From an optimization exercise on the open Yosys and OpenROAD flow, aimed at small area, a short achievable clock period and few clock cycles per item; shortcuts taken in it are not production practice. Only simulation tests tie the RTL to the original design; equivalence was not proved. Power is estimated from default activity; no workload was simulated.

===== config.mk =====
export PLATFORM = sky130hd
export DESIGN_NAME = crsf_core
export DESIGN_NICKNAME = crsf_core
export VERILOG_FILES = /design/flow/design.v
export SDC_FILE = /design/flow/constraint.sdc
export NUM_CORES = 4
export LEC_CHECK = 0
export CAP_MARGIN = 20
export CELL_PAD_IN_SITES_DETAIL_PLACEMENT = 1
export CELL_PAD_IN_SITES_GLOBAL_PLACEMENT = 1
export CORE_MARGIN = 2
export CORE_UTILIZATION = 40
export SETUP_SLACK_MARGIN = 3.0
export SLEW_MARGIN = 20
export SYNTH_HIERARCHICAL = 1

===== constraint.sdc =====
create_clock -name core_clock -period 7.0 [get_ports {clk}]
set_input_delay 1.4000 -clock core_clock [delete_from_list [all_inputs] [get_ports {clk}]]
set_output_delay 1.4000 -clock core_clock [all_outputs]
set_load 0.01 [all_outputs]

===== design.v =====
module crsf_crc8_step (
  input  wire [7:0] acc,
  input  wire [7:0] data,
  output reg  [7:0] out
);
  integer k;
  always @* begin
    out = acc ^ data;
    for (k = 0; k < 8; k = k + 1)
      out = out[7] ? ((out << 1) ^ 8'hD5) : (out << 1);
  end
endmodule
module crsf_core (
  input  wire        clk,
  input  wire        rst,
  input  wire        req_valid,
  input  wire        req_write,
  input  wire [1:0]  req_space,
  input  wire [6:0]  req_addr,
  input  wire [23:0] req_wdata,
  output reg         rsp_valid,
  output wire [23:0] rsp_rdata
);
  localparam [1:0] SP_FB = 2'd0;
  localparam [1:0] SP_CH = 2'd1;
  localparam [1:0] SP_CR = 2'd2;
  localparam [2:0] M_IDLE   = 3'd0;
  localparam [2:0] M_CRC    = 3'd1;    
  localparam [2:0] M_PACK   = 3'd2;    
  localparam [2:0] M_BUILD  = 3'd3;    
  localparam [2:0] M_UNPACK = 3'd4;    
  integer i, j, b;
  genvar gi, gb, gr;
  reg [7:0]  fbe [0:32];    
  reg [7:0]  fbo [0:32];    
  reg [15:0] ch  [0:15];
  reg [6:0]  fblen;
  reg [7:0]  crcres;
  reg        cls_valid;
  reg [7:0]  cls_type;
  reg        val_ok;
  reg [2:0]  val_cause;
  reg [2:0]  err;           
  reg [2:0]  mode;
  reg        st;            
  reg        is_val;        
  reg [6:0]  ptr;           
  reg [7:0]  acc;
  reg [6:0]  cnt;           
  reg [3:0]  wi;            
  reg [15:0] pr;            
  reg        pv;            
  reg        psz;           
  reg        fbw;           
  reg        pend;
  reg        p_write;
  reg [1:0]  p_space;
  reg [6:0]  p_addr;
  reg [7:0]  p_whi;
  reg [15:0] rdata;
  assign rsp_rdata = {8'd0, rdata};
  wire        c_valid = pend | req_valid;
  wire        c_write = pend ? p_write : req_write;
  wire [1:0]  c_space = pend ? p_space : req_space;
  wire [6:0]  c_addr  = pend ? p_addr  : req_addr;
  wire [23:0] c_wdata = pend ? {p_whi, rdata} : req_wdata;
  wire [2:0]  c_reg   = c_addr[2:0];
  wire busy = (mode != M_IDLE);
  wire [6:0] bw = {2'b00, wi, 1'b1} + 7'd2;
  wire rd_ok =
      c_space[1] ||
      (c_space == SP_CH && (mode == M_BUILD || wi > c_addr[3:0])) ||
      (c_space == SP_FB && mode == M_BUILD &&
       (c_addr < bw || c_addr >= 7'd26));
  wire go_w = c_valid && c_write && !busy;
  wire go_r = c_valid && !c_write && (!busy || rd_ok);
  wire go   = go_w || go_r;
  wire w_fb = go_w && (c_space == SP_FB);
  wire w_ch = go_w && (c_space == SP_CH);
  wire w_cr = go_w && (c_space == SP_CR);
  wire [7:0] cmd_op  = c_wdata[23:16];
  wire [7:0] cmd_a   = c_wdata[15:8];
  wire [7:0] cmd_b   = c_wdata[7:0];
  wire a0 = (cmd_a == 8'h00);
  wire b0 = (cmd_b == 8'h00);
  wire is_crc8     = (cmd_op == 8'h01);
  wire is_classify = (cmd_op == 8'h02) && a0 && b0;
  wire is_validate = (cmd_op == 8'h03) && a0 && b0;
  wire is_pack     = (cmd_op == 8'h04) && b0;
  wire is_unpack   = (cmd_op == 8'h05) && b0;
  wire is_build    = (cmd_op == 8'h06) && a0 && b0;
  wire do_cmd   = w_cr && (c_reg == 3'd1);
  wire build_go = do_cmd && is_build;
  wire [7:0] hdr_sync = fbe[0];
  wire [7:0] hdr_len  = fbo[0];
  wire [7:0] hdr_type = fbe[1];
  wire       hdr_ok   = ((hdr_sync == 8'hC8) || (hdr_sync == 8'hEE)) &&
                        (hdr_len >= 8'd2) && (hdr_len <= 8'd64);
  wire [7:0] hdr_end  = hdr_len + 8'd2;       
  wire       s_ext = (p_addr == ptr);
  wire       s_rs2 = (p_addr == 7'd2);
  wire       s_inv = (p_addr > 7'd2) && (p_addr < ptr);
  wire [7:0] crc_d;
  crsf_crc8_step u_crc_d (.acc(s_ext ? acc : 8'h00), .data(rdata[7:0]),
                          .out(crc_d));
  wire       s_upd = fbw && (s_ext || s_rs2);
  wire       s_clr = fbw && !s_ext && !s_rs2 && s_inv;
  wire [7:0] acc_eff = s_upd ? crc_d : s_clr ? 8'h00 : acc;
  wire [6:0] ptr_eff = s_upd ? p_addr + 7'd1 : s_clr ? 7'd2 : ptr;
  wire [6:0] ptr1   = ptr + 7'd1;
  wire       eng_rd = (mode == M_CRC) || (mode == M_UNPACK);
  wire       h_req  = !pend;
  wire [32:0] rs_e, rs_o;
  crsf_dec33 u_rde (.a0(req_addr[6:1]), .s0(!eng_rd && h_req),
                    .a1(p_addr[6:1]),   .s1(!eng_rd && !h_req),
                    .a2(ptr1[6:1]),     .s2(eng_rd), .en(1'b1), .y(rs_e));
  crsf_dec33 u_rdo (.a0(req_addr[6:1]), .s0(!eng_rd && h_req),
                    .a1(p_addr[6:1]),   .s1(!eng_rd && !h_req),
                    .a2(ptr[6:1]),      .s2(eng_rd), .en(1'b1), .y(rs_o));
  wire [2:0] pe [0:7];
  wire [2:0] po [0:7];
  wire [7:0] rd_e, rd_o;
  generate
    for (gb = 0; gb < 8; gb = gb + 1) begin : g_rbit
      wire [10:0] ne, no;
      for (gr = 0; gr < 11; gr = gr + 1) begin : g_grp
        crsf_aoi222 u_e (.a0(fbe[3*gr][gb]), .s0(rs_e[3*gr]),
                         .a1(fbe[3*gr+1][gb]), .s1(rs_e[3*gr+1]),
                         .a2(fbe[3*gr+2][gb]), .s2(rs_e[3*gr+2]), .y(ne[gr]));
        crsf_aoi222 u_o (.a0(fbo[3*gr][gb]), .s0(rs_o[3*gr]),
                         .a1(fbo[3*gr+1][gb]), .s1(rs_o[3*gr+1]),
                         .a2(fbo[3*gr+2][gb]), .s2(rs_o[3*gr+2]), .y(no[gr]));
      end
      crsf_nand4 u_pe0 (.a(ne[3:0]),          .y(pe[gb][0]));
      crsf_nand4 u_pe1 (.a(ne[7:4]),          .y(pe[gb][1]));
      crsf_nand3 u_pe2 (.a(ne[10:8]),         .y(pe[gb][2]));
      crsf_nand4 u_po0 (.a(no[3:0]),          .y(po[gb][0]));
      crsf_nand4 u_po1 (.a(no[7:4]),          .y(po[gb][1]));
      crsf_nand3 u_po2 (.a(no[10:8]),         .y(po[gb][2]));
      assign rd_e[gb] = |pe[gb];
      assign rd_o[gb] = |po[gb];
    end
  endgenerate
  wire [7:0] eng_lo = ptr[0] ? rd_o : rd_e;
  wire [7:0] eng_hi = ptr[0] ? rd_e : rd_o;
  wire [175:0] packed_ch;
  generate
    for (gi = 0; gi < 16; gi = gi + 1) begin : g_pack
      assign packed_ch[11*gi +: 11] = ch[gi][10:0];
    end
  endgenerate
  reg [10:0] ws;
  always @* begin
    for (j = 0; j < 11; j = j + 1)
      ws[j] = (wi == j);
  end
  wire [15:0] pw;
  generate
    for (gb = 0; gb < 16; gb = gb + 1) begin : g_pw
      wire [3:0] n;
      for (gr = 0; gr < 3; gr = gr + 1) begin : g_grp
        crsf_aoi222 u_w (
          .a0(packed_ch[16*(3*gr) + gb]),   .s0(ws[3*gr]),
          .a1(packed_ch[16*(3*gr+1) + gb]), .s1(ws[3*gr+1]),
          .a2(packed_ch[16*(3*gr+2) + gb]), .s2(ws[3*gr+2]), .y(n[gr]));
      end
      crsf_aoi22 u_w9 (.a0(packed_ch[16*9 + gb]),  .s0(ws[9]),
                       .a1(packed_ch[16*10 + gb]), .s1(ws[10]), .y(n[3]));
      assign pw[gb] = ~&n;
    end
  endgenerate
  wire [7:0] crc_p1, crc_p2;
  crsf_crc8_step u_crc_lo (.acc(acc),    .data(pr[7:0]),  .out(crc_p1));
  crsf_crc8_step u_crc_hi (.acc(crc_p1), .data(pr[15:8]), .out(crc_p2));
  wire [7:0] crc_pn = psz ? crc_p2 : crc_p1;
  wire       eng_wr = ((mode == M_PACK) || (mode == M_BUILD)) && !st;
  wire       build_last = (mode == M_BUILD) && !st && (ptr == 7'd25);
  wire       b_crcw = build_last && !pv;
  wire [7:0] wlo = build_last ? acc : pw[7:0];
  wire [7:0] whi = pw[15:8];
  wire       we_e = eng_wr ? !build_last : (w_fb && !c_addr[0]);
  wire       we_o = eng_wr ? (!build_last || b_crcw) : (w_fb && c_addr[0]);
  wire [7:0] bus_e = eng_wr ? (ptr[0] ? whi : wlo) : c_wdata[7:0];
  wire [7:0] bus_o = eng_wr ? (ptr[0] ? wlo : whi) : c_wdata[7:0];
  wire [32:0] ws_e, ws_o;
  crsf_dec33 u_wde (.a0(req_addr[6:1]), .s0(!eng_wr && h_req),
                    .a1(p_addr[6:1]),   .s1(!eng_wr && !h_req),
                    .a2(ptr1[6:1]),     .s2(eng_wr), .en(we_e), .y(ws_e));
  crsf_dec33 u_wdo (.a0(req_addr[6:1]), .s0(!eng_wr && h_req),
                    .a1(p_addr[6:1]),   .s1(!eng_wr && !h_req),
                    .a2(ptr[6:1]),      .s2(eng_wr), .en(we_o), .y(ws_o));
  reg [32:0] en_e, en_o;
  always @* begin
    for (j = 0; j < 33; j = j + 1) begin
      en_e[j] = rst || ws_e[j] || (build_go && j <= 1);
      en_o[j] = rst || ws_o[j] || (build_go && j == 0);
    end
  end
  wire [7:0] d_e0 = rst ? 8'h00 : build_go ? 8'hC8  : bus_e;
  wire [7:0] d_e1 = rst ? 8'h00 : build_go ? 8'h16  : bus_e;
  wire [7:0] d_o0 = rst ? 8'h00 : build_go ? 8'd24  : bus_o;
  wire [7:0] d_e  = rst ? 8'h00 : bus_e;
  wire [7:0] d_o  = rst ? 8'h00 : bus_o;
  always @(posedge clk) begin
    for (j = 0; j < 33; j = j + 1) begin
      if (en_e[j]) fbe[j] <= (j == 0) ? d_e0 : (j == 1) ? d_e1 : d_e;
      if (en_o[j]) fbo[j] <= (j == 0) ? d_o0 : d_o;
    end
  end
  wire [15:0] chw, rs_ch;
  crsf_dec16 u_chw (.a0(req_addr[3:0]), .s0(h_req),
                    .a1(p_addr[3:0]),   .s1(!h_req), .en(w_ch), .y(chw));
  wire unp_wr = (mode == M_UNPACK) && !st && pv;
  wire sel_hw = w_ch && !rst;
  wire sel_uw = !w_ch && !rst;
  reg [15:0] ch_en [0:15];
  reg [15:0] ch_d  [0:15];
  always @* begin
    for (i = 0; i < 16; i = i + 1) begin
      for (b = 0; b < 16; b = b + 1) begin
        ch_en[i][b] = rst || chw[i] ||
                      (unp_wr && (b < 11 ? (wi == ((11*i + b) >> 4))
                                         : (wi == 4'd0)));
        ch_d[i][b]  = (sel_hw && c_wdata[b]) ||
                      (sel_uw && b < 11 && pr[(11*i + b) & 15]);
      end
    end
  end
  always @(posedge clk) begin
    for (i = 0; i < 16; i = i + 1)
      for (b = 0; b < 16; b = b + 1)
        if (ch_en[i][b]) ch[i][b] <= ch_d[i][b];
  end
  wire rd     = !c_write;
  wire s_fbe  = rd && (c_space == SP_FB) && !c_addr[0];
  wire s_fbo  = rd && (c_space == SP_FB) &&  c_addr[0];
  wire s_ch   = rd && (c_space == SP_CH);
  wire s_cr   = rd && (c_space == SP_CR);
  wire s_len  = s_cr && (c_reg == 3'd0);
  wire s_crc  = s_cr && (c_reg == 3'd2);
  wire s_cls  = s_cr && (c_reg == 3'd3);
  wire s_val  = s_cr && (c_reg == 3'd4);
  wire s_err  = s_cr && (c_reg == 3'd5);
  wire s_wp   = c_write && pend;
  wire s_wr   = c_write && !pend;
  crsf_dec16 u_chr (.a0(req_addr[3:0]), .s0(h_req),
                    .a1(p_addr[3:0]),   .s1(!h_req), .en(s_ch), .y(rs_ch));
  wire [3:0]  cr_val = {val_cause, val_ok};
  wire [15:0] rd_next;
  generate
    for (gb = 0; gb < 16; gb = gb + 1) begin : g_rd
      wire [5:0] nc;
      for (gr = 0; gr < 5; gr = gr + 1) begin : g_ch
        crsf_aoi222 u_c (
          .a0(ch[3*gr][gb]),   .s0(rs_ch[3*gr]),
          .a1(ch[3*gr+1][gb]), .s1(rs_ch[3*gr+1]),
          .a2(ch[3*gr+2][gb]), .s2(rs_ch[3*gr+2]), .y(nc[gr]));
      end
      crsf_aoi222 u_w (.a0(ch[15][gb]), .s0(rs_ch[15]),
                       .a1(rdata[gb]),  .s1(s_wp),
                       .a2(req_wdata[gb]), .s2(s_wr), .y(nc[5]));
      wire [1:0] nx;
      wire       early;
      if (gb < 8) begin : g_lo
        if (gb < 7) begin : g_a
          crsf_aoi222 u_r (.a0(crcres[gb]), .s0(s_crc),
                           .a1(cls_type[gb]), .s1(s_cls),
                           .a2(fblen[gb]), .s2(s_len), .y(nx[0]));
        end else begin : g_b
          crsf_aoi22 u_r (.a0(crcres[gb]), .s0(s_crc),
                          .a1(cls_type[gb]), .s1(s_cls), .y(nx[0]));
        end
        if (gb < 3) begin : g_c
          crsf_aoi22 u_v (.a0(cr_val[gb]), .s0(s_val),
                          .a1(err[gb]), .s1(s_err), .y(nx[1]));
        end else if (gb < 4) begin : g_d
          assign nx[1] = ~(cr_val[gb] & s_val);
        end else begin : g_e
          assign nx[1] = 1'b1;
        end
        assign early = &nc & &nx;
        wire fe, fo;
        crsf_aoi222 u_fe (.a0(pe[gb][0]), .s0(s_fbe), .a1(pe[gb][1]), .s1(s_fbe),
                          .a2(pe[gb][2]), .s2(s_fbe), .y(fe));
        crsf_aoi222 u_fo (.a0(po[gb][0]), .s0(s_fbo), .a1(po[gb][1]), .s1(s_fbo),
                          .a2(po[gb][2]), .s2(s_fbo), .y(fo));
        crsf_nand3 u_out (.a({early, fe, fo}), .y(rd_next[gb]));
      end else if (gb == 8) begin : g_8
        assign nx = {1'b1, ~(cls_valid & s_cls)};
        assign early = &nc & &nx;
        assign rd_next[gb] = ~early;
      end else begin : g_hi
        assign nx = 2'b11;
        assign early = &nc;
        assign rd_next[gb] = ~early;
      end
    end
  endgenerate
  always @(posedge clk) begin
    p_write <= c_write;
    p_space <= c_space;
    p_addr  <= c_addr;
    p_whi   <= c_wdata[23:16];
    rdata   <= rd_next;
    pr      <= (mode == M_BUILD) ? pw : {eng_hi, eng_lo};
  end
  wire       two     = (cnt[6:1] != 6'd0);
  wire       issue   = (cnt != 7'd0);
  wire [7:0] op_a    = {1'b0, rdata[14:8]};
  wire [7:0] op_b    = {1'b0, rdata[6:0]};
  wire       bad     = rdata[15] || rdata[7] || (op_a + op_b > 8'd66);
  wire [7:0] crc_res = pv ? crc_pn : acc;
  always @(posedge clk) begin
    if (rst) begin
      pend      <= 1'b0;
      rsp_valid <= 1'b0;
      mode      <= M_IDLE;
      st        <= 1'b0;
      is_val    <= 1'b0;
      ptr       <= 7'd2;
      acc       <= 8'h00;
      cnt       <= 7'd0;
      wi        <= 4'd0;
      pv        <= 1'b0;
      psz       <= 1'b0;
      fbw       <= 1'b0;
      fblen     <= 7'd0;
      crcres    <= 8'h00;
      cls_valid <= 1'b0;
      cls_type  <= 8'h00;
      val_ok    <= 1'b0;
      val_cause <= 3'd0;
      err       <= 3'b000;
    end else begin
      pend      <= c_valid && !go;
      rsp_valid <= go;
      fbw       <= w_fb && (c_addr < 7'd66);
      acc       <= acc_eff;
      ptr       <= ptr_eff;
      case (mode)
        M_CRC: begin
          if (st) begin
            st <= 1'b0;
            pv <= 1'b0;
            if (is_val) begin
              ptr <= 7'd2;
              acc <= 8'h00;
              cnt <= hdr_len[6:0];
            end else if (bad) begin
              err[1]    <= 1'b1;
              rsp_valid <= 1'b1;
              mode      <= M_IDLE;
            end else begin
              ptr <= rdata[14:8];
              cnt <= rdata[6:0];
              acc <= 8'h00;
            end
          end else begin
            if (pv)
              acc <= crc_pn;
            if (issue) begin
              pv  <= 1'b1;
              psz <= two;
              ptr <= ptr + (two ? 7'd2 : 7'd1);
              cnt <= cnt - (two ? 7'd2 : 7'd1);
            end else begin
              pv        <= 1'b0;
              rsp_valid <= 1'b1;
              mode      <= M_IDLE;
              if (is_val) begin
                val_ok    <= (crc_res == 8'h00);
                val_cause <= (crc_res == 8'h00) ? 3'd0 : 3'd4;
              end else begin
                crcres <= crc_res;
                acc    <= 8'h00;
                ptr    <= 7'd2;
              end
            end
          end
        end
        M_PACK: begin
          if (st) begin
            st  <= 1'b0;
            ptr <= rdata[14:8];
          end else begin
            ptr <= ptr + 7'd2;
            wi  <= wi + 4'd1;
            if (wi == 4'd10) begin
              rsp_valid <= 1'b1;
              mode      <= M_IDLE;
              wi        <= 4'd0;
              acc       <= 8'h00;
              ptr       <= 7'd2;
            end
          end
        end
        M_BUILD: begin
          if (st) begin
            st  <= 1'b0;
            ptr <= 7'd3;
            acc <= 8'hD3;                     
          end else begin
            if (pv)
              acc <= crc_p2;
            if (!build_last) begin
              pv  <= 1'b1;
              ptr <= ptr + 7'd2;
              wi  <= wi + 4'd1;
            end else if (pv) begin
              pv  <= 1'b0;
            end else begin
              mode <= M_IDLE;
              wi   <= 4'd0;
              acc  <= 8'h00;                  
              ptr  <= 7'd26;
            end
          end
        end
        M_UNPACK: begin
          if (st) begin
            st  <= 1'b0;
            ptr <= rdata[14:8];
          end else begin
            ptr <= ptr + 7'd2;
            pv  <= 1'b1;
            if (pv) begin
              wi <= wi + 4'd1;
              if (wi == 4'd10) begin
                mode <= M_IDLE;
                wi   <= 4'd0;
                pv   <= 1'b0;
                acc  <= 8'h00;
                ptr  <= 7'd2;
              end
            end
          end
        end
        default: ;
      endcase
      if (w_fb && c_addr >= 7'd66)
        err[1] <= 1'b1;
      if (w_cr) begin
        case (c_reg)
          3'd0: begin
            if (c_wdata > 24'd66)
              err[1] <= 1'b1;
            else
              fblen <= c_wdata[6:0];
          end
          3'd1: begin
            if (is_crc8) begin
              mode      <= M_CRC;
              st        <= 1'b1;
              is_val    <= 1'b0;
              rsp_valid <= 1'b0;
            end else if (is_classify) begin
              if (fblen < 7'd3) begin
                cls_valid <= 1'b0;
                cls_type  <= 8'h00;
                err[2]    <= 1'b1;
              end else if (hdr_ok) begin
                cls_valid <= 1'b1;
                cls_type  <= hdr_type;
              end else begin
                cls_valid <= 1'b0;
                cls_type  <= 8'h00;
              end
            end else if (is_validate) begin
              if (fblen < 7'd4) begin
                val_ok    <= 1'b0;
                val_cause <= 3'd1;              
              end else if (!hdr_ok) begin
                val_ok    <= 1'b0;
                val_cause <= 3'd2;              
              end else if ({1'b0, fblen} < hdr_end) begin
                val_ok    <= 1'b0;
                val_cause <= 3'd3;              
              end else if ({1'b0, ptr_eff} == hdr_end) begin
                val_ok    <= (acc_eff == 8'h00);
                val_cause <= (acc_eff == 8'h00) ? 3'd0 : 3'd4;
              end else begin
                mode      <= M_CRC;
                st        <= 1'b1;
                is_val    <= 1'b1;
                rsp_valid <= 1'b0;
              end
            end else if (is_pack || is_unpack) begin
              if (cmd_a > 8'd44) begin
                err[1] <= 1'b1;
              end else begin
                mode      <= is_pack ? M_PACK : M_UNPACK;
                st        <= 1'b1;
                rsp_valid <= !is_pack;
              end
            end else if (is_build) begin
              mode  <= M_BUILD;
              st    <= 1'b1;
              fblen <= 7'd26;
            end else begin
              err[0] <= 1'b1;                   
            end
          end
          3'd5: err <= err & ~c_wdata[2:0];
          3'd6, 3'd7: err[1] <= 1'b1;
          default: ;
        endcase
      end
    end
  end
endmodule
module crsf_aoi222 (
  input  wire a0, s0, a1, s1, a2, s2,
  output wire y
);
  assign y = ~((a0 & s0) | (a1 & s1) | (a2 & s2));
endmodule
module crsf_aoi22 (
  input  wire a0, s0, a1, s1,
  output wire y
);
  assign y = ~((a0 & s0) | (a1 & s1));
endmodule
module crsf_nand4 (
  input  wire [3:0] a,
  output wire       y
);
  assign y = ~&a;
endmodule
module crsf_nand3 (
  input  wire [2:0] a,
  output wire       y
);
  assign y = ~&a;
endmodule
module crsf_dec33 (
  input  wire [5:0]  a0,
  input  wire        s0,
  input  wire [5:0]  a1,
  input  wire        s1,
  input  wire [5:0]  a2,
  input  wire        s2,
  input  wire        en,
  output reg  [32:0] y
);
  wire [5:0] a = ({6{s0}} & a0) | ({6{s1}} & a1) | ({6{s2}} & a2);
  reg [7:0] lo;
  reg [4:0] hi;
  integer k;
  always @* begin
    for (k = 0; k < 8; k = k + 1)
      lo[k] = (a[2:0] == k);
    for (k = 0; k < 5; k = k + 1)
      hi[k] = en && (a[5:3] == k);
    for (k = 0; k < 33; k = k + 1)
      y[k] = lo[k % 8] && hi[k / 8];
  end
endmodule
module crsf_dec16 (
  input  wire [3:0]  a0,
  input  wire        s0,
  input  wire [3:0]  a1,
  input  wire        s1,
  input  wire        en,
  output reg  [15:0] y
);
  wire [3:0] a = ({4{s0}} & a0) | ({4{s1}} & a1);
  reg [3:0] lo, hi;
  integer k;
  always @* begin
    for (k = 0; k < 4; k = k + 1) begin
      lo[k] = (a[1:0] == k);
      hi[k] = en && (a[3:2] == k);
    end
    for (k = 0; k < 16; k = k + 1)
      y[k] = lo[k % 4] && hi[k / 4];
  end
endmodule

===== flow/run.sh =====
#!/bin/bash
# Standard layout, with the port buffers inserted at placement made from
# buf_4 cells instead of the default delay-buffer cells.
set -euo pipefail
export BUFFER_PORTS_ARGS="-buffer_cell sky130_fd_sc_hd__buf_4"
bash standard.sh synth > synth.log 2>&1
bash standard.sh > layout.log 2>&1

===== standard.sh =====
#!/bin/bash
# synth_recipe.tcl (not shown) runs the flow's synth.tcl, then flattens the netlist and writes it again
# the make line also repeats each setting of config.mk as NAME=value (left out here)
make -C /OpenROAD-flow-scripts/flow DESIGN_CONFIG=/design/flow/config.mk WORK_HOME=/design/flow/orfs CLKGATE_MAP_FILE= SYNTH_SCRIPT=/design/flow/synth_recipe.tcl "${@:-finish}"

==> results of run 1 <==
==> routing by layer <==
layer | vias to the layer above | global-route usage (%)
met5 | - | 0
met4 | 0 | 12.3
met3 | 323 | 4.72
met2 | 1766 | 48.9
met1 | 16589 | 39.8
li1 | 13497 | -
==> Yosys stat by module, one instance, submodules excluded <==
module / copies in the design / cells inside
crsf_aoi22: 20 / 1
crsf_dec33: 4 / 53
crsf_crc8_step: 3 / 22
crsf_aoi222: 343 / 1
crsf_dec16: 2 / 41
crsf_nand4: 32 / 1
crsf_nand3: 24 / 1
crsf_core: 1 / 2395
==> tightest hold or removal path: stages (launching register included) <==
cell and delay [ns]:
edfxtp_1 0.32, a222oi_1 0.06, nand3_1 0.06
==> power by group through the flow <==
stage / combinational (W) / clock, W / sequential, W
floorplan: 0.00129 / 0 / 0.00648
global placement: 0.00191 / 0 / 0.00658
detailed placement: 0.00192 / 0 / 0.00659
CTS: 0.00203 / 0.00538 / 0.00648
global route: 0.00228 / 0.00557 / 0.00650
finish: 0.00221 / 0.00530 / 0.00648
==> synthesized netlist by cell type, types with 10 or more instances <==
master,instances
nand4b_1,12
ha_1,44
nor3_1,62
o21ai_0,67
and2_1,22
clkbuf_1,95
nor2_1,311
mux2_2,38
nand2b_1,63
nand3b_1,15
xor2_1,11
dfxtp_1,117
edfxtp_1,784
nand3_1,73
nor2b_1,12
or3_1,11
inv_1,41
nand4_1,76
or3b_1,12
nand2_1,293
xnor3_1,21
nor4_1,15
a22oi_2,20
buf_2,10
a222oi_1,368
mux2i_1,55
a22oi_1,29
a21oi_1,119
or2_2,70
o22ai_1,10
o21a_1,37
xnor2_1,46
a21o_1,11
a211o_1,11
==> stage by stage <==
stage | setup WS [ns] | hold WS (ns) | total power, W
4_1_cts | 3.00 | 0.474 | 0.0139
3_5_place_dp | 1.49 | 0.458 | 0.00852
6_report | 2.92 | 0.475 | 0.0140
2_1_floorplan | 3.01 | 0.436 | 0.00777
3_3_place_gp | 1.62 | 0.448 | 0.00849
5_1_grt | 2.92 | 0.488 | 0.0144
==> what timing repair did <==
| item | in CTS | in global routing |
|---|---|---|
| resized for setup | 93 | 64 |
| pin swaps | 74 | 50 |
| setup endpoints to repair | 989 | 590 |
| setup buffers | 101 | 45 |
| cloned | 1 | 1 |
==> final cells by class <==
type / count / share of cell area [%]
clock inverter: 63 / 1.53
multi-input combinational: 2124 / 31.8
tap: 1380 / 3.54
clock buffer: 119 / 5.21
sequential: 901 / 53.1
inverter: 42 / 0.346
timing repair buffer: 268 / 4.44
==> flip-flops by register name (all words and copies together) (netlist names), 2 cells and up <==
signal and cells:
acc 8, ch 256, cls_type 8, cnt 7
crcres 8, err 3, fbe 264, fblen 7
fbo 264, mode 3, p_addr 7, p_space 2
p_whi 8, pr 16, ptr 7, rdata 16
val_cause 3, wi 4
==> cells by family (layout without fill, tap and decap cells) <==
| group | Yosys count | in the layout | share of synthesized area (%) |
|---|---|---|---|
| fa+ha+maj | 47 | 47 | 1.47 |
| mux | 93 | 93 | 2.36 |
| compound gates | 771 | 771 | 15.8 |
| buf+inv | 166 | 492 | 1.71 |
| flops | 901 | 901 | 62.5 |
| xor+xnor | 93 | 93 | 3.07 |
| simple gates | 1101 | 1102 | 13.1 |
| other cells | 2 | 18 | 0.0181 |
==> worst paths after layout <==
kind	cells after the start	start	end
worst max-delay path	14	ptr[1]	pr[3]
worst min-delay path	2	ch[4][13]	rdata[13]
worst max register to register	14	ptr[1]	pr[3]
worst min register to register	2	ch[4][13]	rdata[13]
==> results.sh, run 1 <==
export IMPL_intPower_w=0.0102
export IMPL_synth_edf_count=784
export IMPL_grt_pass1_wl_um=232000
export IMPL_ys_types=97
export IMPL_synth_area_leader_cell="edfxtp_1"
export IMPL_cts_hold_buf=0
export IMPL_clkTransAtPathRegs_ns=0.07
export IMPL_synth_top_area_share_pct=56.8
export IMPL_seq_area_um2=25900
export IMPL_synth_area_top_cells="edfxtp_1 (57%), a222oi_1 (8.9%), dfxtp_1 (5.7%), nor2_1 (2.8%), nand2_1 (2.7%)"
export IMPL_vias=32175
export IMPL_avgSynthCellArea_um2=13.1
export IMPL_clkLatencyLatePin_ns=0.72
export IMPL_port_buffer_count=53
export IMPL_detail_route_first_pass_iterations=15
export IMPL_drive_gt1_share_pct=20.7
export IMPL_core_area_um2=103000
export IMPL_drv_slew=0
export IMPL_placed_area_um2=43700
export IMPL_hp_class="flop to flop"
export IMPL_powerDensity_nw_per_um2=287
export IMPL_rows=118
export IMPL_hpwl_um=116000
export IMPL_clkPwrFrac_pct=37.9
export IMPL_ys_seq_elements=901
export IMPL_cts_buffer_depth=3
export IMPL_cts_max_level=3
export IMPL_fillers=10502
export IMPL_antennaDiodeCount=0
export IMPL_final_common_cell="edfxtp_1"
export IMPL_timing_worst_setup_path_type="flop to flop"
export IMPL_crit_path_max_fanout=8
export IMPL_multi_input_area_um2=15500
export IMPL_top_layer="met4"
export IMPL_worstPathCellList="buf_12 -> buf_12 -> ha_1 -> xor2_1 -> a222oi_1 -> buf_4 -> nand3b_1 -> nor2_1 -> a222oi_1 -> nand4_1 -> buf_4 -> nor3_4 -> mux2_2 -> a21oi_1"
export IMPL_rsz0062_at_grt="yes"
export IMPL_final_cells=4897
export IMPL_post_route_util_pct=47.3
export IMPL_dieHeight_um=326
export IMPL_synth_area_um2=41400
export IMPL_antenna_found_initial=1
export IMPL_cpPeakStageDelay_ns=0.57
export IMPL_cap_violations=0
export IMPL_cts_tree="done"
export IMPL_wl_met2_um=77200
export IMPL_post_route_period_util_pct=58.3
export IMPL_grt_max_degree=74
export IMPL_setup_viol=0
export IMPL_synth_flop_cell="edfxtp_1"
export IMPL_final_min_clock_period_ns=4.08
export IMPL_nets=3519
export IMPL_die_w_um=326
export IMPL_required_ns=7.57
export IMPL_vdd_ir_drop_max_v=0.000229
export IMPL_rrSetupSlack_ns=2.92
export IMPL_overflow=0
export IMPL_die_area_um2=106000
export IMPL_grt_pass1_vias=32017
export IMPL_vias_per_cell=6.57
export IMPL_max_freq_mhz=245
export IMPL_yosysSeqAreaShare_pct=62.5
export IMPL_initial_core_util_pct=40.2
export IMPL_syn_inst=3174
export IMPL_synthArstFlopShare_pct=0
export IMPL_crit_path_end_kind="flop"
export IMPL_crit_family="simple AND/OR/NAND/NOR gates"
export IMPL_wl_per_cell_um=33.3
export IMPL_remaining_drc_errors=0
export IMPL_layout_common_cells="edfxtp_1 (784), a222oi_1 (368), nand2_1 (292)"
export IMPL_first_iter_violations=5382
export IMPL_clockRootBuffer="clkbuf_16"
export IMPL_finish_instance_area_um2=48800
export IMPL_track_usage_pct=29.9
export IMPL_ios=62
export IMPL_ant_nets=0
export IMPL_ys_warnings_count=20
export IMPL_p_leak_nw=18.3
export IMPL_area_growth_syn_to_layout_pct=17.7
export IMPL_dp_cells=4567
export IMPL_p_sw_share_pct=26.9
export IMPL_worst_slew_pin_slew_ns=1.23
export IMPL_cp_arrival_ns=4.64
export IMPL_status="finished clean"
export IMPL_gp_congestion=0.998
export IMPL_wl_met3_um=13600
export IMPL_wl_met1_um=64800
export IMPL_wl_um=163000
export IMPL_clock_sinks=901
export IMPL_crit_path_start_kind="flop"
export IMPL_cp_num_buf_inv=4
export IMPL_skew_ns=0.0462
export IMPL_cts_made_buffers=98
export IMPL_slew_headroom_pct=17.3
export IMPL_hold_violations=0
export IMPL_power_frac_comb_pct=15.8
export IMPL_slowest_stage="a222oi_1"
export IMPL_switchingPower_w=0.00377
export IMPL_p_seq_share_pct=46.3
export IMPL_fin_tns_setup_ns=0
Testbench counts, summed over its fixed seeds: cycles 31,442, transactions 28,833.
==> run 2, diff against run 1 <==
==> run.sh (new file) <==
#!/bin/bash
# synth_recipe.tcl (not shown) runs the flow's synth.tcl, then flattens the netlist and writes it again
# the make line also repeats each setting of config.mk as NAME=value (left out here)
make -C /OpenROAD-flow-scripts/flow DESIGN_CONFIG=/design/flow/config.mk WORK_HOME=/design/flow/orfs CLKGATE_MAP_FILE= SYNTH_SCRIPT=/design/flow/synth_recipe.tcl finish
removed: flow/run.sh
removed: standard.sh
==> results.sh, run 2 <==
export IMPL_status="finished clean"
export IMPL_fin_tns_setup_ns=0
export IMPL_synth_most_common_cell="edfxtp_1"
export IMPL_hold_slack_ns=0.477
export IMPL_hp_class="flop to flop"
export IMPL_crit_path_max_fanout=8
export IMPL_gp_congestion=0.934
export IMPL_clkPwrFrac_pct=38.3
export IMPL_ios=62
export IMPL_port_buffer_count=53
export IMPL_area_growth_syn_to_layout_pct=18.3
export IMPL_power_frac_comb_pct=15.8
export IMPL_track_usage_pct=30.3
export IMPL_core_area_um2=103000
export IMPL_p_seq_share_pct=45.9
export IMPL_synth_area_leader_cell="edfxtp_1"
export IMPL_worst_slew_pin_slew_ns=1.10
export IMPL_synth_edf_count=784
export IMPL_cap_violations=0
export IMPL_p_leak_nw=18.2
export IMPL_synth_area_top_cells="edfxtp_1 (57%), a222oi_1 (8.9%), dfxtp_1 (5.7%), nor2_1 (2.8%), nand2_1 (2.7%)"
export IMPL_layout_common_cells="edfxtp_1 (784), a222oi_1 (368), nand2_1 (291)"
export IMPL_rows=118
export IMPL_clkTransAtPathRegs_ns=0.06
export IMPL_dieHeight_um=326
export IMPL_switchingPower_w=0.00382
export IMPL_ys_types=97
export IMPL_dp_cells=4583
export IMPL_synth_xor_area_share_pct=3.07
export IMPL_timing_worst_setup_path_type="input port to flop"
export IMPL_clockRootBuffer="clkbuf_16"
export IMPL_synthAdderAreaFrac_pct=1.47
export IMPL_powerDensity_nw_per_um2=288
export IMPL_grt_max_degree=65
export IMPL_muxShareOfSynthArea_pct=2.36
export IMPL_clock_sinks=901
export IMPL_syn_inst=3174
export IMPL_vdd_ir_drop_max_v=0.000220
export IMPL_final_common_cell="edfxtp_1"
export IMPL_cts_buffer_depth=3
export IMPL_die_w_um=326
export IMPL_initial_core_util_pct=40.2
export IMPL_vias_per_cell=6.51
export IMPL_rsz0062_at_grt="yes"
export IMPL_hold_violations=0
export IMPL_synth_top_family_by_area="compound AO/OA/AOI/OAI gates"
export IMPL_post_route_util_pct=47.5
export IMPL_setup_viol=0
export IMPL_detail_route_first_pass_iterations=14
export IMPL_crit_path_start_kind="input port"
export IMPL_antennaDiodeCount=0
export IMPL_synth_top_area_share_pct=56.8
export IMPL_first_iter_violations=5098
export IMPL_post_route_period_util_pct=58.5
export IMPL_wl_per_cell_um=33.7
export IMPL_vias=31886
export IMPL_ff2ff_path_depth=14
export IMPL_final_cells=4895
export IMPL_slew_headroom_pct=26.3
export IMPL_reg_top3="fbe x264, fbo x264, ch x256"
export IMPL_synth_compound_area_share_pct=15.8
export IMPL_cts_tree="done"
export IMPL_remaining_drc_errors=0
export IMPL_intPower_w=0.0103
export IMPL_cts_made_buffers=100
export IMPL_wl_um=165000
export IMPL_synth_simple_area_share_pct=13.1
export IMPL_crit_path_end_kind="flop"
export IMPL_holdPathStages=1
export IMPL_clkLatencyLatePin_ns=0.72
export IMPL_ant_nets=0
export IMPL_cts_max_level=3
export IMPL_p_sw_share_pct=27.1
export IMPL_cp_arrival_ns=4.62
export IMPL_synth_flop_cell="edfxtp_1"
export IMPL_nets=3511
export IMPL_drv_slew=0
export IMPL_grt_pass1_wl_um=234000
export IMPL_yosysSeqAreaShare_pct=62.5
export IMPL_antenna_found_initial=0
export IMPL_synth_top_cells_by_count="edfxtp_1 (784), a222oi_1 (368), nor2_1 (311), nand2_1 (293), a21oi_1 (119)"
export IMPL_skew_ns=0.0429
export IMPL_hpwl_um=117000
export IMPL_final_min_clock_period_ns=4.10
export IMPL_synthArstFlopShare_pct=0
export IMPL_avgSynthCellArea_um2=13.1
export IMPL_ys_warnings_count=20
export IMPL_drive_gt1_share_pct=19.7
export IMPL_synth_area_um2=41400
export IMPL_grt_pass1_vias=32014
export IMPL_overflow=0
export IMPL_die_area_um2=106000
export IMPL_required_ns=7.53
export IMPL_ys_seq_elements=901
export IMPL_max_freq_mhz=244
==> run 2: cell counts after synthesis <==
No cell type changed its count.
==> run 2: final timing paths <==
kind,startpoint,end,slack (ns)
hold reg to reg,cls_valid,rdata[8],0.48
setup reg to reg,ptr[1],rdata[3],2.92
setup / recovery,req_addr[1],rdata[7],2.90
hold / removal,cls_valid,rdata[8],0.48
==> run 2: cells by family after synthesis <==
logic type | Yosys count
DFF | 901
and+or+nand+nor | 1101
buffers and inverters | 166
adders and majority gates | 47
muxes | 93
AOI/OAI and AO/OA | 771
xor gates and xnor gates | 93
other | 2
==> run 2: Yosys stat by module (local to each module, per instance) <==
module          cells inside  flip-flops and latches  area (um^2)  times used
crsf_crc8_step            22                       0          345           3
crsf_dec33                53                       0          293           4
crsf_aoi22                 1                       0         12.5          20
crsf_nand4                 1                       0         6.26          32
crsf_core               2395                     901        34600           1
crsf_dec16                41                       0          295           2
crsf_nand3                 1                       0         5.00          24
crsf_aoi222                1                       0         10.0         343
==> run 2: layer usage <==
metal	wire (um)	global-route usage [%]
met1	67100	40.5
met2	79400	49.7
met3	12400	4.70
met4	6330	11.5
met5	0	0
==> run 2: timing repair <==
item / 4_1_cts / 5_1_grt
hold buffers: 0 / 0
gates cloned: 1 / 1
resized for setup: 120 / 74
buffers inserted: 83 / 37
setup endpoints to repair: 1158 / 617
pin swaps: 79 / 66
==> run 2: power groups by stage <==
stage                     Sequential (W)  Clock (W)  Combinational (W)
after detailed placement         0.00659          0            0.00192
after global routing             0.00650    0.00567            0.00232
after global placement           0.00657          0            0.00191
final                            0.00648    0.00540            0.00223
after floorplan                  0.00648          0            0.00129
after CTS                        0.00647    0.00549            0.00204
==> run 2: final cells by class <==
| type | count | area [um^2] |
|---|---|---|
| fill | 10374 | 54200 |
| clock buffer | 119 | 2580 |
| tap | 1380 | 1730 |
| sequential | 901 | 25900 |
| clock inverter | 71 | 776 |
| multi-input combinational | 2124 | 15600 |
| timing repair buffer | 258 | 2240 |
| inverter | 42 | 169 |
==> run 2: worst max-delay path, cell delays in order <==
cell           delay [ns]
dlygate4sd2_1        0.26
buf_12               0.15
a222oi_1             0.37
buf_4                0.21
nand3b_1             0.25
buf_4                0.18
nor2_2               0.08
a222oi_1             0.47
nand4_1              0.35
a222oi_1             0.73
nand3_1              0.15
==> run 2: through the flow <==
step / cell area, um^2 / total power, W / setup slack, ns
after CTS: 48400 / 0.0140 / 3.00
after detailed placement: 43900 / 0.00851 / 1.12
after global routing: 49000 / 0.0145 / 2.89
after global placement: 43900 / 0.00849 / 1.08
final: 49000 / 0.0141 / 2.90
after floorplan: 41500 / 0.00777 / 3.01
==> run 3, diff against run 2 <==
--- a/config.mk
+++ b/config.mk
@@ -10,6 +10,8 @@
 export CELL_PAD_IN_SITES_GLOBAL_PLACEMENT = 1
 export CORE_MARGIN = 2
 export CORE_UTILIZATION = 40
+export CTS_CLUSTER_DIAMETER = 70
+export CTS_CLUSTER_SIZE = 22
 export SETUP_SLACK_MARGIN = 3.0
 export SLEW_MARGIN = 20
 export SYNTH_HIERARCHICAL = 1
==> results.sh, run 3 <==
export IMPL_crit_family="compound AO/OA/AOI/OAI gates"
export IMPL_syn_inst=3174
export IMPL_powerDensity_nw_per_um2=272
export IMPL_synth_most_common_cell="edfxtp_1"
export IMPL_vias=31802
export IMPL_yosysSeqAreaShare_pct=62.5
export IMPL_cts_buffer_depth=3
export IMPL_max_freq_mhz=244
export IMPL_wl_um=165000
export IMPL_post_route_period_util_pct=58.5
export IMPL_track_usage_pct=30.2
export IMPL_crit_path_start_kind="flop"
export IMPL_remaining_drc_errors=0
export IMPL_ant_nets=0
export IMPL_synth_area_um2=41400
export IMPL_synth_top_cells_by_count="edfxtp_1 (784), a222oi_1 (368), nor2_1 (311), nand2_1 (293), a21oi_1 (119)"
export IMPL_drive_gt1_share_pct=19.3
export IMPL_worst_slew_pin_slew_ns=1.10
export IMPL_area_growth_syn_to_layout_pct=16.3
export IMPL_clkTransAtPathRegs_ns=0.08
export IMPL_p_seq_share_pct=49.3
export IMPL_avgSynthCellArea_um2=13.1
export IMPL_final_min_clock_period_ns=4.10
export IMPL_synth_flop_cell="edfxtp_1"
export IMPL_cp_num_buf_inv=3
export IMPL_ios=62
export IMPL_fin_tns_setup_ns=0
export IMPL_vias_per_cell=6.58
export IMPL_layout_common_cells="edfxtp_1 (784), a222oi_1 (368), nand2_1 (291)"
export IMPL_synth_area_leader_cell="edfxtp_1"
export IMPL_vdd_ir_drop_max_v=0.000198
export IMPL_grt_pass1_vias=31683
export IMPL_required_ns=7.51
export IMPL_port_buffer_count=53
export IMPL_hp_class="flop to flop"
export IMPL_ys_types=97
export IMPL_rsz0062_at_grt="yes"
export IMPL_crit_path_end_kind="flop"
export IMPL_nets=3488
export IMPL_worstPathCellList="xnor2_1 -> nor2_4 -> nor2_2 -> a222oi_1 -> buf_4 -> buf_4 -> nand4bb_4 -> buf_4 -> nor2_4 -> a222oi_1 -> nand3_1 -> a222oi_1 -> nand3_1"
export IMPL_top_layer="met5"
export IMPL_die_area_um2=106000
export IMPL_drv_slew=0
export IMPL_synth_edf_count=784
export IMPL_dp_cells=4583
export IMPL_first_iter_violations=5297
export IMPL_final_cells=4835
export IMPL_clockRootBuffer="clkbuf_16"
export IMPL_dieHeight_um=326
export IMPL_grt_max_degree=65
export IMPL_cts_hold_buf=0
export IMPL_grt_pass1_wl_um=234000
export IMPL_wl_per_cell_um=34.1
export IMPL_overflow=0
export IMPL_switchingPower_w=0.00369
export IMPL_skew_ns=0.0517
export IMPL_cts_tree="done"
export IMPL_ys_seq_elements=901
export IMPL_slowest_stage="a222oi_1"
export IMPL_slew_headroom_pct=26.8
export IMPL_synthArstFlopShare_pct=0
export IMPL_reg_top3="fbe x264, fbo x264, ch x256"
export IMPL_intPower_w=0.00944
export IMPL_synth_top_area_share_pct=56.8
export IMPL_clock_sinks=901
export IMPL_cap_violations=0
export IMPL_initial_core_util_pct=40.2
export IMPL_ys_warnings_count=20
export IMPL_crit_path_max_fanout=11
export IMPL_timing_worst_setup_path_type="flop to flop"
export IMPL_wl_met2_um=79100
export IMPL_final_common_cell="edfxtp_1"
export IMPL_p_leak_nw=17.9
export IMPL_detail_route_first_pass_iterations=13
export IMPL_synth_area_top_cells="edfxtp_1 (57%), a222oi_1 (8.9%), dfxtp_1 (5.7%), nor2_1 (2.8%), nand2_1 (2.7%)"
export IMPL_power_frac_comb_pct=17.2
export IMPL_hpwl_um=117000
export IMPL_cts_made_buffers=70
export IMPL_status="finished clean"
export IMPL_cts_max_level=3
export IMPL_rows=118
export IMPL_cpPeakStageDelay_ns=0.77
export IMPL_cp_arrival_ns=4.60
export IMPL_gp_congestion=0.934
export IMPL_hold_violations=0
export IMPL_wl_met1_um=65400
export IMPL_setup_viol=0
export IMPL_wl_met3_um=13600
export IMPL_clkPwrFrac_pct=33.5
export IMPL_p_sw_share_pct=28.1
export IMPL_antenna_found_initial=2
export IMPL_die_w_um=326
export IMPL_core_area_um2=103000
export IMPL_clkLatencyLatePin_ns=0.69
run 3: cell count changes in the layout (fill, tap and decap cells not counted), sizes merged:
cell / previous run / this run
clkinv: 47 / 14
clkinvlp: 13 / 5
inv: 42 / 59
bufinv: 11 / 4
nor2: 313 / 314
clkbuf: 119 / 84
diode: 0 / 1
dlygate4sd2: 4 / 2
buf: 206 / 212
run 3: cell families after synthesis:
| family | Yosys count | synth area share, % |
|---|---|---|
| flops | 901 | 62.5 |
| fa+ha+maj | 47 | 1.47 |
| simple gates | 1101 | 13.1 |
| buf+inv | 166 | 1.71 |
| compound gates | 771 | 15.8 |
| other cells | 2 | 0.0181 |
| mux | 93 | 2.36 |
| xor+xnor | 93 | 3.07 |
run 3: cell type report:
cell class | count | area [um^2]
Timing Repair Buffer | 264 | 2290
Inverter | 42 | 169
Antenna cell | 1 | 2.50
Clock inverter | 40 | 537
Clock buffer | 82 | 1910
Fill cell | 10410 | 55000
Tap cell | 1380 | 1730
Multi-Input combinational cell | 2125 | 15700
Sequential cell | 901 | 25900
run 3: path summary, 6_finish.rpt:
| kind | to | startpoint | depth (start not counted) | slack [ns] |
|---|---|---|---|---|
| hold / removal | rdata[8] | cls_valid | 1 | 0.47 |
| hold reg to reg | rdata[8] | cls_valid | 1 | 0.47 |
| setup / recovery | rdata[7] | mode[2] | 13 | 2.90 |
| setup reg to reg | rdata[7] | mode[2] | 13 | 2.90 |
run 3: repair_timing:
action / in CTS / in global routing
cloned: 1 / 2
endpoints found under the setup margin: 1205 / 335
setup buffers: 83 / 42
pin swaps: 78 / 53
gates resized for setup: 125 / 81
run 3: through the flow:
| stage | total power [W] | worst slack (ns) | hold WS, ns | cell area [um^2] | util [%] |
|---|---|---|---|---|---|
| 2_1_floorplan | 0.00777 | 3.01 | 0.436 | 41500 | - |
| 3_3_place_gp | 0.00849 | 1.08 | 0.450 | 43900 | 42.5 |
| 3_5_place_dp | 0.00851 | 1.12 | 0.454 | 43900 | 42.5 |
| 4_1_cts | 0.0130 | 2.81 | 0.470 | 47500 | 46.0 |
| 5_1_grt | 0.0135 | 2.92 | 0.506 | 48200 | 46.7 |
| 6_report | 0.0131 | 2.90 | 0.472 | 48200 | 46.7 |
run 3: per-module statistics from Yosys (local to each module, per instance):
module,area (um^2),copies in the design,cells inside
crsf_core,34600,1,2395
crsf_nand4,6.26,32,1
crsf_aoi22,12.5,20,1
crsf_aoi222,10.0,343,1
crsf_dec16,295,2,41
crsf_dec33,293,4,53
crsf_crc8_step,345,3,22
crsf_nand3,5.00,24,1
run 3: layer usage:
layer | vias to the layer above | global-route usage [%]
li1 | 13407 | -
met1 | 16334 | 40.6
met2 | 1723 | 50.1
met3 | 336 | 4.12
met4 | 2 | 10.8
met5 | - | 0
run 3: power by group through the flow:
stage	Sequential [W]	Clock [W]	Combinational, W
2_1_floorplan	0.00648	0	0.00129
3_3_place_gp	0.00657	0	0.00191
3_5_place_dp	0.00659	0	0.00192
4_1_cts	0.00646	0.00448	0.00203
5_1_grt	0.00649	0.00462	0.00235
6_report	0.00647	0.00440	0.00226
==> run 4, diff against run 3 <==
--- a/config.mk
+++ b/config.mk
@@ -12,6 +12,7 @@
 export CORE_UTILIZATION = 40
 export CTS_CLUSTER_DIAMETER = 70
 export CTS_CLUSTER_SIZE = 22
+export GPL_TIMING_DRIVEN = 1
 export SETUP_SLACK_MARGIN = 3.0
 export SLEW_MARGIN = 20
 export SYNTH_HIERARCHICAL = 1
==> results.sh, run 4 <==
export IMPL_cp_startpoint="mode[2]"
export IMPL_switchingPower_w=0.00369
export IMPL_synth_area_leader_cell="edfxtp_1"
export IMPL_nets=3488
export IMPL_vias_per_cell=6.58
export IMPL_synth_flop_cell="edfxtp_1"
export IMPL_crit_path_end_kind="flop"
export IMPL_track_usage_pct=30.2
export IMPL_clkTransAtPathRegs_ns=0.08
export IMPL_die_area_um2=106000
export IMPL_fin_tns_setup_ns=0
export IMPL_layout_common_cells="edfxtp_1 (784), a222oi_1 (368), nand2_1 (291)"
export IMPL_cts_buffer_depth=3
export IMPL_worst_slew_pin_slew_ns=1.10
export IMPL_crit_path_max_fanout=11
export IMPL_ys_types=97
export IMPL_wl_per_cell_um=34.1
export IMPL_slew_headroom_pct=26.8
export IMPL_initial_core_util_pct=40.2
export IMPL_final_common_cell="edfxtp_1"
export IMPL_busiest_layer="met2"
export IMPL_fillers=10410
export IMPL_grtUsageMet1_pct=40.6
export IMPL_required_ns=7.51
export IMPL_power_frac_comb_pct=17.2
export IMPL_hold_violations=0
export IMPL_core_area_um2=103000
export IMPL_hpwl_um=117000
export IMPL_drv_slew=0
export IMPL_synth_edf_count=784
export IMPL_vdd_ir_drop_max_v=0.000198
export IMPL_ios=62
export IMPL_cap_violations=0
export IMPL_setup_viol=0
export IMPL_dieHeight_um=326
export IMPL_crit_path_start_kind="flop"
export IMPL_post_route_period_util_pct=58.5
export IMPL_finish_instance_area_um2=48200
export IMPL_p_seq_share_pct=49.3
export IMPL_die_w_um=326
export IMPL_globalRouteMet3Util_pct=4.12
export IMPL_remaining_drc_errors=0
export IMPL_p_sw_share_pct=28.1
export IMPL_rrSetupSlack_ns=2.90
export IMPL_timing_worst_setup_path_type="flop to flop"
export IMPL_first_iter_violations=5297
export IMPL_yosysSeqAreaShare_pct=62.5
export IMPL_seq_area_um2=25900
export IMPL_post_route_util_pct=46.7
export IMPL_antenna_found_initial=2
export IMPL_clkLatencyLatePin_ns=0.69
export IMPL_cts_tree="done"
export IMPL_cp_arrival_ns=4.60
export IMPL_use_met2_pct=50.1
export IMPL_hold_slack_ns=0.472
export IMPL_area_growth_syn_to_layout_pct=16.3
export IMPL_rsz0062_at_grt="yes"
export IMPL_grt_pass1_vias=31683
export IMPL_clkPwrFrac_pct=33.5
export IMPL_p_leak_nw=17.9
export IMPL_ys_seq_elements=901
export IMPL_ys_warnings_count=20
export IMPL_powerDensity_nw_per_um2=272
export IMPL_ant_nets=0
export IMPL_hp_class="flop to flop"
export IMPL_cts_hold_buf=0
export IMPL_synth_most_common_cell="edfxtp_1"
export IMPL_cts_made_buffers=70
export IMPL_synth_area_um2=41400
export IMPL_holdCritStartpoint="cls_valid"
export IMPL_avgSynthCellArea_um2=13.1
export IMPL_detail_route_first_pass_iterations=13
export IMPL_gp_congestion=0.934
export IMPL_placed_area_um2=43900
export IMPL_rows=118
export IMPL_max_freq_mhz=244
export IMPL_grt_pass1_wl_um=234000
export IMPL_final_min_clock_period_ns=4.10
export IMPL_synth_top_area_share_pct=56.8
export IMPL_r2r_start="mode[2]"
export IMPL_clockRootBuffer="clkbuf_16"
export IMPL_reg_top3="fbe x264, fbo x264, ch x256"
export IMPL_synth_top_cells_by_count="edfxtp_1 (784), a222oi_1 (368), nor2_1 (311), nand2_1 (293), a21oi_1 (119)"
export IMPL_vias=31802
export IMPL_grt_max_degree=65
export IMPL_status="finished clean"
export IMPL_multi_input_area_um2=15700
export IMPL_syn_inst=3174
export IMPL_overflow=0
export IMPL_wl_um=165000
export IMPL_port_buffer_count=53
export IMPL_synth_area_top_cells="edfxtp_1 (57%), a222oi_1 (8.9%), dfxtp_1 (5.7%), nor2_1 (2.8%), nand2_1 (2.7%)"
export IMPL_skew_ns=0.0517
export IMPL_cts_max_level=3
export IMPL_drive_gt1_share_pct=19.3
export IMPL_synthArstFlopShare_pct=0
export IMPL_clock_sinks=901
export IMPL_intPower_w=0.00944
## run 4: cell counts after synthesis
Identical to the previous run, type by type.
## run 4: layout make-up
| class | instances | area share, % |
|---|---|---|
| sequential | 901 | 53.8 |
| multi-input combinational | 2125 | 32.5 |
| timing repair buffer | 264 | 4.74 |
| clock buffer | 82 | 3.97 |
| tap | 1380 | 3.58 |
| clock inverter | 40 | 1.11 |
| inverter | 42 | 0.350 |
| antenna | 1 | 0.00519 |
## run 4: metal layers
metal  part of all wire, %  wire length, um
met5                0.0079               13
met3                   8.2            13600
met4                   4.2             6930
met1                    40            65400
met2                    48            79100
## run 4: cell families (layout without fill, tap and decap cells)
| kind of cell | count (synthesis) | after routing | share of synthesized area [%] |
|---|---|---|---|
| DFF | 901 | 901 | 62.5 |
| AOI/OAI and AO/OA | 771 | 771 | 15.8 |
| buffers and inverters | 166 | 428 | 1.71 |
| muxes | 93 | 93 | 2.36 |
| and+or+nand+nor | 1101 | 1103 | 13.1 |
| other | 2 | 19 | 0.0181 |
| xor gates and xnor gates | 93 | 93 | 3.07 |
| adders and majority gates | 47 | 47 | 1.47 |
## run 4: per-stage QoR
stage | instances | power, W | worst slack (ns)
final | 4835 | 0.0131 | 2.90
after detailed placement | 4583 | 0.00851 | 1.12
after CTS | 4789 | 0.0130 | 2.81
after floorplan | 3190 | 0.00777 | 3.01
after global routing | 4834 | 0.0135 | 2.92
after global placement | 4583 | 0.00849 | 1.08
## run 4: worst max-delay path, stage by stage (launching register included)
cell and delay [ns]:
dfxtp_4 0.39, xnor2_1 0.16, nor2_4 0.32, nor2_2 0.16
a222oi_1 0.37, buf_4 0.19, buf_4 0.15, nand4bb_4 0.24
buf_4 0.16, nor2_4 0.06, a222oi_1 0.55, nand3_1 0.25
a222oi_1 0.77, nand3_1 0.15
## run 4: repair_timing
item / in CTS / in global routing
cloned: 1 / 2
endpoints found under the setup margin: 1205 / 335
pin swaps: 78 / 53
gates resized for setup: 125 / 81
setup buffers: 83 / 42
## run 4: path summary, 6_finish.rpt
path              end  cells after the start
max          rdata[7]                     13
min          rdata[8]                      1
max reg2reg  rdata[7]                     13
min reg2reg  rdata[8]                      1
## run 4: Yosys stat by module, one instance, submodules excluded, excerpt
module,cells,flops+latches,cell area [um^2],times used
crsf_core,2395,901,34600,1
crsf_crc8_step,22,0,345,3
crsf_nand3,1,0,5.00,24
crsf_nand4,1,0,6.26,32
crsf_dec33,53,0,293,4
crsf_aoi22,1,0,12.5,20
## run 4: power by group through the flow
stage / combinational [W] / clock, W / sequential [W]
5_1_grt: 0.00235 / 0.00462 / 0.00649
4_1_cts: 0.00203 / 0.00448 / 0.00646
2_1_floorplan: 0.00129 / 0 / 0.00648
6_report: 0.00226 / 0.00440 / 0.00647
3_3_place_gp: 0.00191 / 0 / 0.00657
3_5_place_dp: 0.00192 / 0 / 0.00659
==> run 5, diff against run 4 <==
--- a/config.mk
+++ b/config.mk
@@ -10,9 +10,8 @@
 export CELL_PAD_IN_SITES_GLOBAL_PLACEMENT = 1
 export CORE_MARGIN = 2
 export CORE_UTILIZATION = 40
-export CTS_CLUSTER_DIAMETER = 70
-export CTS_CLUSTER_SIZE = 22
-export GPL_TIMING_DRIVEN = 1
+export CTS_CLUSTER_DIAMETER = 85
+export CTS_CLUSTER_SIZE = 26
 export SETUP_SLACK_MARGIN = 3.0
 export SLEW_MARGIN = 20
 export SYNTH_HIERARCHICAL = 1
==> results.sh, run 5 <==
export IMPL_skew_ns=0.0634
export IMPL_cts_tree="done"
export IMPL_ant_nets=0
export IMPL_synth_area_um2=41400
export IMPL_dp_cells=4583
export IMPL_final_cells=4804
export IMPL_final_common_cell="edfxtp_1"
export IMPL_cp_arrival_ns=4.64
export IMPL_vias_per_cell=6.61
export IMPL_cts_made_buffers=49
export IMPL_post_route_period_util_pct=58.8
export IMPL_reg_top3="fbe x264, fbo x264, ch x256"
export IMPL_setup_viol=0
export IMPL_vdd_ir_drop_max_v=0.000214
export IMPL_hold_violations=0
export IMPL_p_leak_nw=17.5
export IMPL_first_iter_violations=5248
export IMPL_layout_common_cells="edfxtp_1 (784), a222oi_1 (368), nand2_1 (291)"
export IMPL_die_area_um2=106000
export IMPL_crit_path_start_kind="input port"
export IMPL_rows=118
export IMPL_dieHeight_um=326
export IMPL_die_w_um=326
export IMPL_wl_um=164000
export IMPL_clock_sinks=901
export IMPL_clockRootBuffer="clkbuf_16"
export IMPL_initial_core_util_pct=40.2
export IMPL_clkLatencyLatePin_ns=0.71
export IMPL_ys_seq_elements=901
export IMPL_remaining_drc_errors=0
export IMPL_port_buffer_count=53
export IMPL_slew_headroom_pct=28.5
export IMPL_core_area_um2=103000
export IMPL_cap_violations=0
export IMPL_drv_slew=0
export IMPL_required_ns=7.52
export IMPL_hpwl_um=117000
export IMPL_clkTransAtPathRegs_ns=0.11
export IMPL_worst_slew_pin_slew_ns=1.07
export IMPL_drive_gt1_share_pct=18.2
export IMPL_cts_hold_buf=0
export IMPL_track_usage_pct=29.9
export IMPL_timing_worst_setup_path_type="input port to flop"
export IMPL_rsz0062_at_grt="yes"
export IMPL_crit_path_max_fanout=8
export IMPL_nets=3473
export IMPL_antenna_found_initial=1
export IMPL_syn_inst=3174
export IMPL_powerDensity_nw_per_um2=257
export IMPL_max_freq_mhz=243
export IMPL_ios=62
export IMPL_synth_top_cells_by_count="edfxtp_1 (784), a222oi_1 (368), nor2_1 (311), nand2_1 (293), a21oi_1 (119)"
export IMPL_grt_pass1_vias=31386
export IMPL_synth_flop_cell="edfxtp_1"
export IMPL_grt_max_degree=65
export IMPL_synth_most_common_cell="edfxtp_1"
export IMPL_area_growth_syn_to_layout_pct=14.4
export IMPL_fillers=10473
export IMPL_overflow=0
export IMPL_cts_buffer_depth=3
export IMPL_ys_types=97
export IMPL_hp_class="flop to flop"
export IMPL_wl_per_cell_um=34.2
export IMPL_synth_edf_count=784
export IMPL_ys_warnings_count=20
export IMPL_grt_pass1_wl_um=231000
export IMPL_final_min_clock_period_ns=4.12
export IMPL_fin_tns_setup_ns=0
export IMPL_vias=31734
export IMPL_finish_instance_area_um2=47400
export IMPL_yosysSeqAreaShare_pct=62.5
export IMPL_synth_top_area_share_pct=56.8
export IMPL_detail_route_first_pass_iterations=14
export IMPL_synthArstFlopShare_pct=0
export IMPL_status="finished clean"
export IMPL_placed_area_um2=43900
export IMPL_cts_max_level=2
export IMPL_crit_path_end_kind="flop"
export IMPL_avgSynthCellArea_um2=13.1
export IMPL_synth_area_top_cells="edfxtp_1 (57%), a222oi_1 (8.9%), dfxtp_1 (5.7%), nor2_1 (2.8%), nand2_1 (2.7%)"
export IMPL_gp_congestion=0.934
export IMPL_synth_area_leader_cell="edfxtp_1"
==> run 5: cell counts after synthesis <==
Identical to the previous run, type by type.
==> run 5: final timing paths <==
check | endpoint | start | depth (start not counted) | slack (ns)
min | rdata[8] | cls_valid | 1 | 0.47
max | rdata[7] | req_addr[5] | 12 | 2.88
max reg2reg | rdata[7] | mode[0] | 15 | 2.94
min reg2reg | rdata[8] | cls_valid | 1 | 0.47
==> run 5: kinds of logic (layout without fill, tap and decap cells) <==
group / Yosys count / in the layout / share of synthesized area [%]
flops: 901 / 901 / 62.5
xor+xnor: 93 / 93 / 3.07
other cells: 2 / 19 / 0.0181
buf+inv: 166 / 398 / 1.71
fa+ha+maj: 47 / 47 / 1.47
compound gates: 771 / 771 / 15.8
simple gates: 1101 / 1102 / 13.1
mux: 93 / 93 / 2.36
==> run 5: final cells by class <==
type	count	area (um^2)	share of cell area, %
well taps	1380	1730	3.64
repair buffers	271	2340	4.93
flip-flops and latches	901	25900	54.7
inverters	42	169	0.356
diodes	1	2.50	0.00528
clock buffers	60	1290	2.72
clock inverters	25	333	0.702
multi-input cells	2124	15600	33.0
==> run 5: through the flow <==
stage,setup slack (ns),hold WS [ns],power [W],util (%)
after floorplan,3.01,0.436,0.00777,-
after global placement,1.08,0.450,0.00849,42.5
after detailed placement,1.12,0.454,0.00851,42.5
after CTS,2.92,0.469,0.0120,45.2
after global routing,2.96,0.508,0.0125,45.9
final,2.88,0.472,0.0122,45.9
==> run 5: worst max-delay path, stage by stage <==
cell and delay [ns]:
dlygate4sd2_1 0.41, a222oi_1 0.17, buf_4 0.19, buf_4 0.15, nand4b_1 0.15, buf_12 0.16
buf_4 0.11, nor2_1 0.12, a222oi_1 0.50, nand4_1 0.29, a222oi_1 0.82, nand3_1 0.15
==> run 5: power breakdown <==
group	switching [W]	total, W	internal [W]
Clock	0.00198	0.00342	0.00144
Sequential	0.000223	0.00647	0.00625
Combinational	0.00129	0.00228	0.000985
==> run 5: modules after synthesis (local to each module, per instance) <==
module / flip-flops and latches / area [um^2] / cells inside / times used
crsf_nand4: 0 / 6.26 / 1 / 32
crsf_dec33: 0 / 293 / 53 / 4
crsf_core: 901 / 34600 / 2395 / 1
crsf_aoi22: 0 / 12.5 / 1 / 20
crsf_aoi222: 0 / 10.0 / 1 / 343
crsf_crc8_step: 0 / 345 / 22 / 3
crsf_nand3: 0 / 5.00 / 1 / 24
crsf_dec16: 0 / 295 / 41 / 2
==> run 5: timing repair <==
item                       4_1_cts  5_1_grt
pin swaps                       74       51
setup endpoints to repair     1153      718
setup buffers                   79       53
gates cloned                     1        2
gates resized for setup        126       77
==> run 5: per-layer routing <==
| metal | vias to the layer above | GRT usage [%] | share of wire (%) | wire (um) |
|---|---|---|---|---|
| li1 | 13355 | - | - | - |
| met1 | 16445 | 40.5 | 40 | 66200 |
| met2 | 1663 | 49.9 | 48 | 79500 |
| met3 | 271 | 3.62 | 7.8 | 12900 |
| met4 | 0 | 10.1 | 3.5 | 5810 |
| met5 | - | 0 | 0 | 0 |

## port drivers added, routing unchanged
How much do the figures lean on ideal ports? The routed layouts below were timed once more, with nothing changed but the port constraints.
Step 1 assumes that a clkbuf_16 drives the clock port and a buf_2 every other input.
Step 2 times the ports against the registers' clock, not the clock port: input delays grow and output delays shrink by t, the midpoint of the rising clock arrivals with the driver on.
a / b / c = ideal / step 1 / step 2; a / b = the first two.
run | t, ns | slack for setup (ns) | hold slack, ns
run 1 | 0.761 | 2.921 / 2.921 / 2.218 | 0.475 / 0.475 / 0.475
run 2 | 0.764 | 2.902 / 2.922 / 2.186 | 0.477 / 0.477 / 0.477
run 3 | 0.730 | 2.904 / 2.904 / 2.267 | 0.472 / 0.472 / 0.472
run 4 | 0.730 | 2.904 / 2.904 / 2.267 | 0.472 / 0.472 / 0.472
run 5 | 0.748 | 2.882 / 2.922 / 2.175 | 0.472 / 0.472 / 0.472
After both steps setup and hold are still met in every run listed. The setup slack of run 2, which loses most, moves by +0.020 ns with the drivers and by -0.716 ns with both steps.
